This is an optimization exercise on Yosys and OpenROAD, whose aim is small area, not a production implementation. Function was checked by simulation only, so behaviour that the tests miss may differ from the original. Power is estimated from default activity; no workload was simulated.

==> trial 41: inputs <==
==> flow/design.v <==
module bacman_crc8_step (
    input  wire [7:0] d,
    input  wire [7:0] c,
    output reg  [7:0] q
);
    integer k;
    always @* begin
        q = c ^ d;
        for (k = 0; k < 8; k = k + 1)
            q = q[0] ? ((q >> 1) ^ 8'h81) : (q >> 1);
    end
endmodule
module bacman_crc16_step (
    input  wire [7:0]  d,
    input  wire [15:0] c,
    output reg  [15:0] q
);
    integer k;
    always @* begin
        q = c ^ {8'h00, d};
        for (k = 0; k < 8; k = k + 1)
            q = q[0] ? ((q >> 1) ^ 16'h8408) : (q >> 1);
    end
endmodule
module bacman_cnt32 (
    input  wire        clk,
    input  wire        rst,
    input  wire        inc,
    output wire [31:0] q
);
    reg  [31:0] base;
    reg         pend;
    wire [32:0] c;
    assign c[0] = pend;
    genvar i;
    generate
        for (i = 0; i < 32; i = i + 1) begin : g_c
            assign c[i+1] = c[i] & base[i];
        end
    endgenerate
    assign q = base ^ c[31:0];
    always @(posedge clk)
        if (rst) begin
            base <= 32'd0;
            pend <= 1'b0;
        end else begin
            base <= q;
            pend <= inc;
        end
endmodule
module bacman_silence_ge (
    input  wire [31:0] a,
    input  wire [31:0] b,
    input  wire [31:0] t,
    output wire        ge
);
    wire [31:0] na = ~a;
    wire [31:0] x  = b ^ t ^ na;
    wire [32:0] y, k, c;
    assign y[0] = 1'b0;
    assign k[0] = 1'b0;
    assign c[0] = 1'b0;
    genvar i;
    generate
        for (i = 0; i < 32; i = i + 1) begin : g_b
            assign y[i+1] = (b[i] & t[i]) | (b[i] & na[i]) | (t[i] & na[i]);
            assign k[i+1] = (b[i] & na[i]) | ((b[i] | na[i]) & k[i]);
            assign c[i+1] = (x[i] & y[i]) | ((x[i] | y[i]) & c[i]);
        end
    endgenerate
    assign ge = k[32] ? ~(y[32] & c[32]) : ~(y[32] | c[32]);
endmodule
module bacman_rx #(
    parameter MAX_PAYLOAD = 501
) (
    input  wire        clk,
    input  wire        rst,
    input  wire [31:0] cfg_abort_us,      
    input  wire        ev_valid,
    input  wire        ev_octet,          
    input  wire [31:0] ev_time,           
    input  wire [7:0]  ev_data,
    output reg         frm_valid,
    output wire [7:0]  frm_type,
    output wire [7:0]  frm_dest,
    output wire [7:0]  frm_src,
    output wire [15:0] frm_len,
    output reg         frm_payload_ok,
    output reg         frm_abort,
    output reg         pay_valid,
    output reg  [7:0]  pay_data,
    output wire [31:0] cnt_frames_rx,
    output wire [31:0] cnt_hdr_crc,
    output wire [31:0] cnt_payload_crc,
    output wire [31:0] cnt_oversize,
    output wire [31:0] cnt_frame_abort
);
    localparam [2:0] HUNT = 3'b000, PREAMBLE = 3'b001, HEADER = 3'b010, DATA = 3'b011,
                     CRCLO = 3'b110, CRCHI = 3'b111;
    reg [2:0]  rx_state;
    reg [15:0] rx_index;      
    reg [7:0]  h0, h1, h2, h3, h4;
    reg [15:0] rx_crc;
    reg [31:0] rx_last;
    assign frm_type = h0;
    assign frm_dest = h1;
    assign frm_src  = h2;
    assign frm_len  = {h3, h4};
    wire [7:0]  hcrc_next;
    wire [15:0] dcrc_next;
    bacman_crc8_step  u_crc8  (.d(ev_data), .c(rx_crc[7:0]), .q(hcrc_next));
    bacman_crc16_step u_crc16 (.d(ev_data), .c(rx_crc), .q(dcrc_next));
    wire [15:0] len       = {h3, h4};
    wire        keep      = (len <= MAX_PAYLOAD);
    wire        len_zero  = (len == 16'd0);
    wire        hdr_ok    = (hcrc_next == 8'h55);
    wire        pay_ok    = (dcrc_next == 16'hF0B8);
    wire        timed_out;
    bacman_silence_ge u_sil (.a(ev_time), .b(rx_last), .t(cfg_abort_us), .ge(timed_out));
    wire        octet     = ev_valid && ev_octet;
    wire        in_frame  = rx_state[1];
    wire        abort     = ev_valid && in_frame && timed_out;
    wire        live      = !(ev_valid && timed_out);    
    wire        hdr_byte  = rx_index[15];
    wire s_hunt  = (rx_state == HUNT) || !live;
    wire s_pre   = (rx_state == PREAMBLE) && live;
    wire s_hdr   = (rx_state == HEADER)   && live;
    wire s_data  = (rx_state == DATA)     && live;
    wire s_crclo = (rx_state == CRCLO)    && live;
    wire s_crchi = (rx_state == CRCHI)    && live;
    wire [16:0] idx_c;
    assign idx_c[0] = octet;
    genvar gi;
    generate
        for (gi = 0; gi < 16; gi = gi + 1) begin : g_idx
            assign idx_c[gi+1] = idx_c[gi] & rx_index[gi];
        end
    endgenerate
    wire chk_oct   = octet && s_hdr && !hdr_byte;
    wire done_hdr  = chk_oct && hdr_ok && len_zero;
    wire done_data = octet && s_crchi;
    wire frame     = done_hdr || done_data;
    bacman_cnt32 u_cnt_rx  (.clk(clk), .rst(rst), .inc(frame),                    .q(cnt_frames_rx));
    bacman_cnt32 u_cnt_hdr (.clk(clk), .rst(rst), .inc(chk_oct && !hdr_ok),       .q(cnt_hdr_crc));
    bacman_cnt32 u_cnt_pay (.clk(clk), .rst(rst), .inc(done_data && keep && !pay_ok), .q(cnt_payload_crc));
    bacman_cnt32 u_cnt_ovr (.clk(clk), .rst(rst), .inc(done_data && !keep),      .q(cnt_oversize));
    bacman_cnt32 u_cnt_abt (.clk(clk), .rst(rst), .inc(abort),                    .q(cnt_frame_abort));
    always @(posedge clk) begin
        pay_data       <= ev_data;
        frm_payload_ok <= keep && (rx_state == HEADER || pay_ok);
        if (octet)
            rx_last <= ev_time;
        rx_index <= in_frame ? (rx_index ^ idx_c[15:0]) : 16'hFFFB;
        if (octet && rx_state == HEADER && hdr_byte)
            {h0, h1, h2, h3, h4} <= {h1, h2, h3, h4, ev_data};
        if (!in_frame)
            rx_crc[7:0] <= 8'hFF;
        else if (octet && rx_state == HEADER)
            rx_crc <= hdr_byte ? {rx_crc[15:8], hcrc_next} : 16'hFFFF;
        else if (octet)
            rx_crc <= dcrc_next;
        if (rst) begin
            rx_state        <= HUNT;
            frm_valid       <= 1'b0;
            frm_abort       <= 1'b0;
            pay_valid       <= 1'b0;
        end else begin
            frm_valid <= frame;
            frm_abort <= abort;
            pay_valid <= octet && s_data && keep;
            if (ev_valid) begin
                if (!live && rx_state != HUNT)
                    rx_state <= HUNT;
                if (octet) begin
                    if (s_hunt) begin
                        if (ev_data == 8'h55)
                            rx_state <= PREAMBLE;
                    end
                    if (s_pre) begin
                        if (ev_data == 8'hFF)
                            rx_state <= HEADER;
                        else if (ev_data != 8'h55)
                            rx_state <= HUNT;
                    end
                    if (chk_oct)
                        rx_state <= (hdr_ok && !len_zero) ? DATA : HUNT;
                    if (s_data && rx_index == len)
                        rx_state <= CRCLO;
                    if (s_crclo)
                        rx_state <= CRCHI;
                    if (s_crchi)
                        rx_state <= HUNT;
                end
            end
        end
    end
endmodule
module bacman_tx (
    input  wire        clk,
    input  wire        rst,
    input  wire [7:0]  cfg_station,       
    input  wire        tx_start,
    input  wire [7:0]  tx_type,
    input  wire [7:0]  tx_dest,
    input  wire [15:0] tx_len,
    output wire        tx_busy,
    input  wire        txp_valid,
    input  wire [7:0]  txp_data,
    output wire        txp_ready,
    output reg         txo_valid,
    output reg  [7:0]  txo_data,
    input  wire        txo_ready,
    output wire [31:0] cnt_frames_tx
);
    localparam [3:0] S_IDLE  = 4'd0,
                     S_SYNC1 = 4'd1,
                     S_SYNC2 = 4'd2,
                     S_TYPE  = 4'd3,
                     S_DEST  = 4'd4,
                     S_SRC   = 4'd5,
                     S_LENHI = 4'd6,
                     S_LENLO = 4'd7,
                     S_HCRC  = 4'd8,
                     S_DATA  = 4'd9,
                     S_DCRCL = 4'd10,
                     S_DCRCH = 4'd11;
    reg [3:0]  state;
    reg [7:0]  f_type, f_dest, f_src;
    reg [15:0] f_len;
    wire [7:0]  hcrc_next;
    wire [15:0] dcrc_next;
    wire [7:0]  hcrc_prev = (state == S_TYPE) ? 8'hFF : f_type;
    bacman_crc8_step  u_crc8  (.d(txo_data), .c(hcrc_prev), .q(hcrc_next));
    bacman_crc16_step u_crc16 (.d(txp_data), .c({f_dest, f_type}), .q(dcrc_next));
    assign tx_busy   = (state != S_IDLE);
    assign txp_ready = (state == S_DATA) && txo_ready;
    always @* begin
        txo_valid = 1'b1;
        txo_data  = 8'h00;
        case (state)
            S_IDLE:  txo_valid = 1'b0;
            S_SYNC1: txo_data  = 8'h55;
            S_SYNC2: txo_data  = 8'hFF;
            S_TYPE:  txo_data  = f_type;
            S_DEST:  txo_data  = f_dest;
            S_SRC:   txo_data  = f_src;
            S_LENHI: txo_data  = f_len[15:8];
            S_LENLO: txo_data  = f_len[7:0];
            S_HCRC:  txo_data  = ~f_type;
            S_DATA: begin
                txo_valid = txp_valid;
                txo_data  = txp_data;
            end
            S_DCRCL: txo_data  = ~f_type;
            S_DCRCH: txo_data  = ~f_dest;
            default: txo_valid = 1'b0;
        endcase
    end
    wire fire = txo_valid && txo_ready;
    wire [16:0] dec_b;
    assign dec_b[0] = (state == S_DATA) && fire;
    genvar gi;
    generate
        for (gi = 0; gi < 16; gi = gi + 1) begin : g_dec
            assign dec_b[gi+1] = dec_b[gi] & ~f_len[gi];
        end
    endgenerate
    bacman_cnt32 u_cnt_tx (.clk(clk), .rst(rst), .inc((state == S_IDLE) && tx_start), .q(cnt_frames_tx));
    always @(posedge clk)
        if (state == S_IDLE && tx_start) f_len <= tx_len;
        else                              f_len <= f_len ^ dec_b[15:0];
    always @(posedge clk) begin
        if (rst) begin
            state         <= S_IDLE;
        end else begin
            case (state)
                S_IDLE: begin
                    if (tx_start) begin
                        state         <= S_SYNC1;
                        f_type        <= tx_type;
                        f_dest        <= tx_dest;
                        f_src         <= cfg_station;
                    end
                end
                S_SYNC1: if (fire) state <= S_SYNC2;
                S_SYNC2: if (fire) state <= S_TYPE;
                S_TYPE, S_DEST, S_SRC, S_LENHI: if (fire) begin
                    f_type   <= hcrc_next;
                    state    <= state + 4'd1;
                end
                S_LENLO: if (fire) begin
                    f_type   <= hcrc_next;
                    state    <= S_HCRC;
                end
                S_HCRC: if (fire) begin
                    {f_dest, f_type} <= 16'hFFFF;
                    state <= (f_len == 16'd0) ? S_IDLE : S_DATA;
                end
                S_DATA: if (fire) begin
                    {f_dest, f_type} <= dcrc_next;
                    if (f_len == 16'd1)
                        state <= S_DCRCL;
                end
                S_DCRCL: if (fire) state <= S_DCRCH;
                S_DCRCH: if (fire) state <= S_IDLE;
                default: state <= S_IDLE;
            endcase
        end
    end
endmodule
module bacman_codec (
    input  wire        clk,
    input  wire        rst,
    input  wire [7:0]  cfg_station,
    input  wire [31:0] cfg_abort_us,
    input  wire        ev_valid,
    input  wire        ev_octet,
    input  wire [31:0] ev_time,
    input  wire [7:0]  ev_data,
    output wire        frm_valid,
    output wire [7:0]  frm_type,
    output wire [7:0]  frm_dest,
    output wire [7:0]  frm_src,
    output wire [15:0] frm_len,
    output wire        frm_payload_ok,
    output wire        frm_abort,
    output wire        pay_valid,
    output wire [7:0]  pay_data,
    output wire [31:0] cnt_frames_rx,
    output wire [31:0] cnt_hdr_crc,
    output wire [31:0] cnt_payload_crc,
    output wire [31:0] cnt_oversize,
    output wire [31:0] cnt_frame_abort,
    input  wire        tx_start,
    input  wire [7:0]  tx_type,
    input  wire [7:0]  tx_dest,
    input  wire [15:0] tx_len,
    output wire        tx_busy,
    input  wire        txp_valid,
    input  wire [7:0]  txp_data,
    output wire        txp_ready,
    output wire        txo_valid,
    output wire [7:0]  txo_data,
    input  wire        txo_ready,
    output wire [31:0] cnt_frames_tx
);
    bacman_rx u_rx (
        .clk(clk), .rst(rst), .cfg_abort_us(cfg_abort_us),
        .ev_valid(ev_valid), .ev_octet(ev_octet), .ev_time(ev_time), .ev_data(ev_data),
        .frm_valid(frm_valid), .frm_type(frm_type), .frm_dest(frm_dest), .frm_src(frm_src),
        .frm_len(frm_len), .frm_payload_ok(frm_payload_ok), .frm_abort(frm_abort),
        .pay_valid(pay_valid), .pay_data(pay_data),
        .cnt_frames_rx(cnt_frames_rx), .cnt_hdr_crc(cnt_hdr_crc),
        .cnt_payload_crc(cnt_payload_crc), .cnt_oversize(cnt_oversize),
        .cnt_frame_abort(cnt_frame_abort)
    );
    bacman_tx u_tx (
        .clk(clk), .rst(rst), .cfg_station(cfg_station),
        .tx_start(tx_start), .tx_type(tx_type), .tx_dest(tx_dest), .tx_len(tx_len),
        .tx_busy(tx_busy),
        .txp_valid(txp_valid), .txp_data(txp_data), .txp_ready(txp_ready),
        .txo_valid(txo_valid), .txo_data(txo_data), .txo_ready(txo_ready),
        .cnt_frames_tx(cnt_frames_tx)
    );
endmodule
==> flow/flow/run.sh <==
#!/bin/bash
# Own layout flow: the standard ORFS flow, with the port buffers made
# from the smallest buffer cell instead of the one buffer_ports picks.
set -euo pipefail
export BUFFER_PORTS_ARGS="-buffer_cell sky130_fd_sc_hd__buf_1"
bash standard.sh finish > standard_finish.log 2>&1
==> flow/standard.sh <==
#!/bin/bash
# synth_recipe.tcl (not shown) runs the flow's synth.tcl, then flattens the netlist and writes it again
# the make line also repeats each setting of config.mk as NAME=value (left out here)
make -C /OpenROAD-flow-scripts/flow DESIGN_CONFIG=/design/flow/config.mk WORK_HOME=/design/flow/orfs CLKGATE_MAP_FILE= SYNTH_SCRIPT=/design/flow/synth_recipe.tcl "${@:-finish}"
==> flow/config.mk <==
export PLATFORM = sky130hd
export DESIGN_NAME = bacman_codec
export DESIGN_NICKNAME = bacman_codec
export VERILOG_FILES = /design/flow/design.v
export SDC_FILE = /design/flow/constraint.sdc
export NUM_CORES = 4
export LEC_CHECK = 0
export CAP_MARGIN = 20
export CORE_MARGIN = 2
export CORE_UTILIZATION = 40
export PLACE_DENSITY = 0.6
export SLEW_MARGIN = 20
==> flow/constraint.sdc <==
create_clock -name core_clock -period 10.0 [get_ports {clk}]
set_input_delay 2.0000 -clock core_clock [delete_from_list [all_inputs] [get_ports {clk}]]
set_output_delay 2.0000 -clock core_clock [all_outputs]
set_load 0.01 [all_outputs]
==> inputs of trial 63, as changes to trial 41 <==
==> flow/run.sh (new file) <==
#!/bin/bash
# synth_recipe.tcl (not shown) runs the flow's synth.tcl, then flattens the netlist and writes it again
# the make line also repeats each setting of config.mk as NAME=value (left out here)
make -C /OpenROAD-flow-scripts/flow DESIGN_CONFIG=/design/flow/config.mk WORK_HOME=/design/flow/orfs CLKGATE_MAP_FILE= SYNTH_SCRIPT=/design/flow/synth_recipe.tcl finish
removed: flow/flow/run.sh
removed: flow/standard.sh
==> inputs of build 84, as changes to trial 41 <==
==> flow/design.v, changed modules only <==
module bacman_tx (
    input  wire        clk,
    input  wire        rst,
    input  wire [7:0]  cfg_station,       
    input  wire        tx_start,
    input  wire [7:0]  tx_type,
    input  wire [7:0]  tx_dest,
    input  wire [15:0] tx_len,
    output wire        tx_busy,
    input  wire        txp_valid,
    input  wire [7:0]  txp_data,
    output wire        txp_ready,
    output reg         txo_valid,
    output reg  [7:0]  txo_data,
    input  wire        txo_ready,
    output wire [31:0] cnt_frames_tx
);
    localparam [3:0] S_IDLE  = 4'd0,
                     S_SYNC1 = 4'd1,
                     S_SYNC2 = 4'd2,
                     S_TYPE  = 4'd3,
                     S_DEST  = 4'd4,
                     S_SRC   = 4'd5,
                     S_LENHI = 4'd6,
                     S_LENLO = 4'd7,
                     S_HCRC  = 4'd8,
                     S_DATA  = 4'd9,
                     S_DCRCL = 4'd10,
                     S_DCRCH = 4'd11;
    reg [3:0]  state;
    reg [7:0]  f_type, f_dest, f_src;
    reg [15:0] f_len;
    wire [7:0]  hcrc_next;
    wire [15:0] dcrc_next;
    wire [7:0]  hcrc_prev = (state == S_TYPE) ? 8'h00 : f_type;
    bacman_crc8_step  u_crc8  (.d(txo_data), .c(~hcrc_prev), .q(hcrc_next));
    bacman_crc16_step u_crc16 (.d(txp_data), .c(~{f_dest, f_type}), .q(dcrc_next));
    assign tx_busy   = (state != S_IDLE);
    assign txp_ready = (state == S_DATA) && txo_ready;
    always @* begin
        txo_valid = 1'b1;
        txo_data  = 8'h00;
        case (state)
            S_IDLE:  txo_valid = 1'b0;
            S_SYNC1: txo_data  = 8'h55;
            S_SYNC2: txo_data  = 8'hFF;
            S_TYPE:  txo_data  = f_type;
            S_DEST:  txo_data  = f_dest;
            S_SRC:   txo_data  = f_src;
            S_LENHI: txo_data  = f_len[15:8];
            S_LENLO: txo_data  = f_len[7:0];
            S_HCRC:  txo_data  = f_type;
            S_DATA: begin
                txo_valid = txp_valid;
                txo_data  = txp_data;
            end
            S_DCRCL: txo_data  = f_type;
            S_DCRCH: txo_data  = f_dest;
            default: txo_valid = 1'b0;
        endcase
    end
    wire fire = txo_valid && txo_ready;
    wire [16:0] dec_b;
    assign dec_b[0] = (state == S_DATA) && fire;
    genvar gi;
    generate
        for (gi = 0; gi < 16; gi = gi + 1) begin : g_dec
            assign dec_b[gi+1] = dec_b[gi] & ~f_len[gi];
        end
    endgenerate
    bacman_cnt32 u_cnt_tx (.clk(clk), .rst(rst), .inc((state == S_IDLE) && tx_start), .q(cnt_frames_tx));
    always @(posedge clk)
        if (state == S_IDLE && tx_start) f_len <= tx_len;
        else                              f_len <= f_len ^ dec_b[15:0];
    always @(posedge clk) begin
        if (rst) begin
            state         <= S_IDLE;
        end else begin
            case (state)
                S_IDLE: begin
                    if (tx_start) begin
                        state         <= S_SYNC1;
                        f_type        <= tx_type;
                        f_dest        <= tx_dest;
                        f_src         <= cfg_station;
                    end
                end
                S_SYNC1: if (fire) state <= S_SYNC2;
                S_SYNC2: if (fire) state <= S_TYPE;
                S_TYPE, S_DEST, S_SRC, S_LENHI: if (fire) begin
                    f_type   <= ~hcrc_next;
                    state    <= state + 4'd1;
                end
                S_LENLO: if (fire) begin
                    f_type   <= ~hcrc_next;
                    state    <= S_HCRC;
                end
                S_HCRC: if (fire) begin
                    {f_dest, f_type} <= 16'h0000;
                    state <= (f_len == 16'd0) ? S_IDLE : S_DATA;
                end
                S_DATA: if (fire) begin
                    {f_dest, f_type} <= ~dcrc_next;
                    if (f_len == 16'd1)
                        state <= S_DCRCL;
                end
                S_DCRCL: if (fire) state <= S_DCRCH;
                S_DCRCH: if (fire) state <= S_IDLE;
                default: state <= S_IDLE;
            endcase
        end
    end
endmodule
==> flow/flow/run.sh (replaced) <==
#!/bin/bash
# Own layout flow: the standard ORFS flow (standard.sh, unchanged synthesis),
# with two changes that only affect buffering:
#  - the port buffers use the smallest buffer cell (sky130_fd_sc_hd__buf_1);
#  - clock tree synthesis uses larger sink clusters of clkbuf_16 and no dummy
#    load cells.
set -euo pipefail
export BUFFER_PORTS_ARGS="-buffer_cell sky130_fd_sc_hd__buf_1"
export CTS_ARGS="-sink_clustering_enable -repair_clock_nets -dont_use_dummy_load -buf_list sky130_fd_sc_hd__clkbuf_16 -sink_clustering_size 30 -sink_clustering_max_diameter 100"
bash standard.sh finish > standard_finish.log 2>&1
- CORE_UTILIZATION: 40 -> 60
- PLACE_DENSITY: 0.6 -> 0.75
==> inputs of trial 40, as changes to trial 41 <==
==> flow/design.v, changed modules only <==
module bacman_cnt32 (
    input  wire        clk,
    input  wire        rst,
    input  wire        inc,
    output reg  [31:0] q
);
    wire [32:0] c;
    assign c[0] = inc;
    genvar i;
    generate
        for (i = 0; i < 32; i = i + 1) begin : g_c
            assign c[i+1] = c[i] & q[i];
        end
    endgenerate
    always @(posedge clk)
        if (rst) q <= 32'd0;
        else     q <= q ^ c[31:0];
endmodule
module bacman_silence_ge (
    input  wire [31:0] a,
    input  wire [31:0] b,
    input  wire [31:0] t,
    output wire        ge
);
    wire [32:0] k, g;
    wire [31:0] s;
    assign k[0] = 1'b0;
    assign g[0] = 1'b0;
    genvar i;
    generate
        for (i = 0; i < 32; i = i + 1) begin : g_b
            assign s[i]   = a[i] ^ b[i] ^ k[i];
            assign k[i+1] = (~a[i] & b[i]) | (~a[i] & k[i]) | (b[i] & k[i]);
            assign g[i+1] = (~s[i] & t[i]) | (~s[i] & g[i]) | (t[i] & g[i]);
        end
    endgenerate
    assign ge = ~g[32];
endmodule
module bacman_tx (
    input  wire        clk,
    input  wire        rst,
    input  wire [7:0]  cfg_station,       
    input  wire        tx_start,
    input  wire [7:0]  tx_type,
    input  wire [7:0]  tx_dest,
    input  wire [15:0] tx_len,
    output wire        tx_busy,
    input  wire        txp_valid,
    input  wire [7:0]  txp_data,
    output wire        txp_ready,
    output reg         txo_valid,
    output reg  [7:0]  txo_data,
    input  wire        txo_ready,
    output wire [31:0] cnt_frames_tx
);
    localparam [3:0] S_IDLE  = 4'd0,
                     S_SYNC1 = 4'd1,
                     S_SYNC2 = 4'd2,
                     S_TYPE  = 4'd3,
                     S_DEST  = 4'd4,
                     S_SRC   = 4'd5,
                     S_LENHI = 4'd6,
                     S_LENLO = 4'd7,
                     S_HCRC  = 4'd8,
                     S_DATA  = 4'd9,
                     S_DCRCL = 4'd10,
                     S_DCRCH = 4'd11;
    reg [3:0]  state;
    reg [7:0]  f_type, f_dest, f_src;
    reg [15:0] f_len;
    reg [15:0] crc;
    wire [7:0]  hcrc_next;
    wire [15:0] dcrc_next;
    bacman_crc8_step  u_crc8  (.d(txo_data), .c(crc[7:0]), .q(hcrc_next));
    bacman_crc16_step u_crc16 (.d(txp_data), .c(crc), .q(dcrc_next));
    assign tx_busy   = (state != S_IDLE);
    assign txp_ready = (state == S_DATA) && txo_ready;
    always @* begin
        txo_valid = 1'b1;
        txo_data  = 8'h00;
        case (state)
            S_IDLE:  txo_valid = 1'b0;
            S_SYNC1: txo_data  = 8'h55;
            S_SYNC2: txo_data  = 8'hFF;
            S_TYPE:  txo_data  = f_type;
            S_DEST:  txo_data  = f_dest;
            S_SRC:   txo_data  = f_src;
            S_LENHI: txo_data  = f_len[15:8];
            S_LENLO: txo_data  = f_len[7:0];
            S_HCRC:  txo_data  = ~crc[7:0];
            S_DATA: begin
                txo_valid = txp_valid;
                txo_data  = txp_data;
            end
            S_DCRCL: txo_data  = ~crc[7:0];
            S_DCRCH: txo_data  = ~crc[15:8];
            default: txo_valid = 1'b0;
        endcase
    end
    wire fire = txo_valid && txo_ready;
    wire [16:0] dec_b;
    assign dec_b[0] = (state == S_DATA) && fire;
    genvar gi;
    generate
        for (gi = 0; gi < 16; gi = gi + 1) begin : g_dec
            assign dec_b[gi+1] = dec_b[gi] & ~f_len[gi];
        end
    endgenerate
    bacman_cnt32 u_cnt_tx (.clk(clk), .rst(rst), .inc((state == S_IDLE) && tx_start), .q(cnt_frames_tx));
    always @(posedge clk)
        if (state == S_IDLE && tx_start) f_len <= tx_len;
        else                              f_len <= f_len ^ dec_b[15:0];
    always @(posedge clk) begin
        if (rst) begin
            state         <= S_IDLE;
        end else begin
            case (state)
                S_IDLE: begin
                    crc[7:0] <= 8'hFF;
                    if (tx_start) begin
                        state         <= S_SYNC1;
                        f_type        <= tx_type;
                        f_dest        <= tx_dest;
                        f_src         <= cfg_station;
                    end
                end
                S_SYNC1: if (fire) state <= S_SYNC2;
                S_SYNC2: if (fire) state <= S_TYPE;
                S_TYPE, S_DEST, S_SRC, S_LENHI: if (fire) begin
                    crc[7:0] <= hcrc_next;
                    state    <= state + 4'd1;
                end
                S_LENLO: if (fire) begin
                    crc[7:0] <= hcrc_next;
                    state    <= S_HCRC;
                end
                S_HCRC: if (fire) begin
                    crc   <= 16'hFFFF;
                    state <= (f_len == 16'd0) ? S_IDLE : S_DATA;
                end
                S_DATA: if (fire) begin
                    crc   <= dcrc_next;
                    if (f_len == 16'd1)
                        state <= S_DCRCL;
                end
                S_DCRCL: if (fire) state <= S_DCRCH;
                S_DCRCH: if (fire) state <= S_IDLE;
                default: state <= S_IDLE;
            endcase
        end
    end
endmodule
==> flow/run.sh (new file) <==
#!/bin/bash
# synth_recipe.tcl (not shown) runs the flow's synth.tcl, then flattens the netlist and writes it again
# the make line also repeats each setting of config.mk as NAME=value (left out here)
make -C /OpenROAD-flow-scripts/flow DESIGN_CONFIG=/design/flow/config.mk WORK_HOME=/design/flow/orfs CLKGATE_MAP_FILE= SYNTH_SCRIPT=/design/flow/synth_recipe.tcl finish
removed: flow/flow/run.sh
removed: flow/standard.sh
==> run notes <==
The clock network power came out at 1.47 mW. The flow ran to the end and the layout has no timing, DRC or antenna violations. The post-route met1 wirelength is 19300 um. The worst setup path is launched from a register.

There are 359 flip-flops and latches. Net switching is 30.6% of the power. The worst hold slack came out at 0.453 ns.

The area of the die came out at 0.0445 mm^2. The count of clock-net buffers in the final layout came out at 64. The analysis attributes to cell leakage a power of 10.0 nW.
# the run above: trial 63

==> run notes <==
The reported leakage power is 9.05 nW. The design has 359 sequential cells. The number of DRC violations after detailed-routing iteration 0 came out at 584. The flow ran to the end and the layout has no timing, DRC or antenna violations. The portion of synthesized cell area occupied by the leading cell type is 29.8%.

The worst hold slack came out at 0.445 ns. The total met3 wirelength after detailed routing is 2810 um. The layout has 58 clock buffers. Per report_power, the Clock row totals 1.59 mW. The worst setup path is launched from a register. The pin count of the biggest net entering global routing is 88. The post-route met1 wirelength came out at 18900 um. The number of global-route vias before repair is 12300.
# the run above: trial 41

==> run notes <==
The area of the die is 0.0442 mm^2. The clock network power came out at 1.70 mW. The reported leakage power is 9.77 nW.

The worst setup path is launched from an input pin. On the final layout, the worst hold slack is 0.442 ns. The switching portion of total power came out at 28.7%.

The run finished, with violations left. After layout, the clock buffer instance count stands at 60. The checks that failed were negative setup slack. Once routing completed, OpenROAD measured the worst setup slack at -8.19 ns. In the finished design the tool counted flip-flops and latches totalling 371. The final setup violation count came out at 166.
# the run above: trial 40

==> run notes <==
The run finished with no timing, DRC or antenna violations. The reported leakage power came out at 8.51 nW. The count of clock-net buffers in the final layout came out at 16. The floorplan step defined a die boundary enclosing 0.0297 mm^2. Setup repair after global routing left no endpoint under its margin. The switching portion of total power is 31.5%.

STA classifies the critical path startpoint as a register. The average wire per cell in the routed design came out at 16.9 um. The post-route met1 wirelength is 15100 um.
# the run above: build 84

-- re-timing with driven ports --
How much do the figures lean on ideal ports? The routed layouts below were timed once more, with nothing changed but the port constraints.
Step 1 (the two cells are an assumption about what drives the block):
set clk [get_ports {clk}]
set_driving_cell -lib_cell sky130_fd_sc_hd__clkbuf_16 $clk
set_driving_cell -lib_cell sky130_fd_sc_hd__buf_2 [delete_from_list [all_inputs] $clk]
Step 2 adds t to the input delays and takes it off the output delays; t is the mean of the earliest and latest rising clock arrival at the registers after step 1. Input paths then give back, and output paths get back, about the clock's delay inside the block.
Three values: no drivers, after step 1, after step 2; two values: the first two.
run | t (ns) | slack for setup (ns) | worst hold slack (ns)
trial 41 | 0.617 | 0.604 / 0.550 / 1.166 | 0.445 / 0.445 / 0.445
trial 63 | 0.608 | 0.361 / 0.306 / 0.914 | 0.453 / 0.453 / 0.453
build 84 | 0.536 | 0.600 / 0.550 / 1.086 | 0.460 / 0.460 / 0.460
trial 40 | 0.619 | -8.187 / -8.181 / -8.801 | 0.442 / 0.442 / 0.442
For trial 40, which loses most, drivers alone change the setup slack by +0.006 ns; drivers and shift together by -0.614 ns.
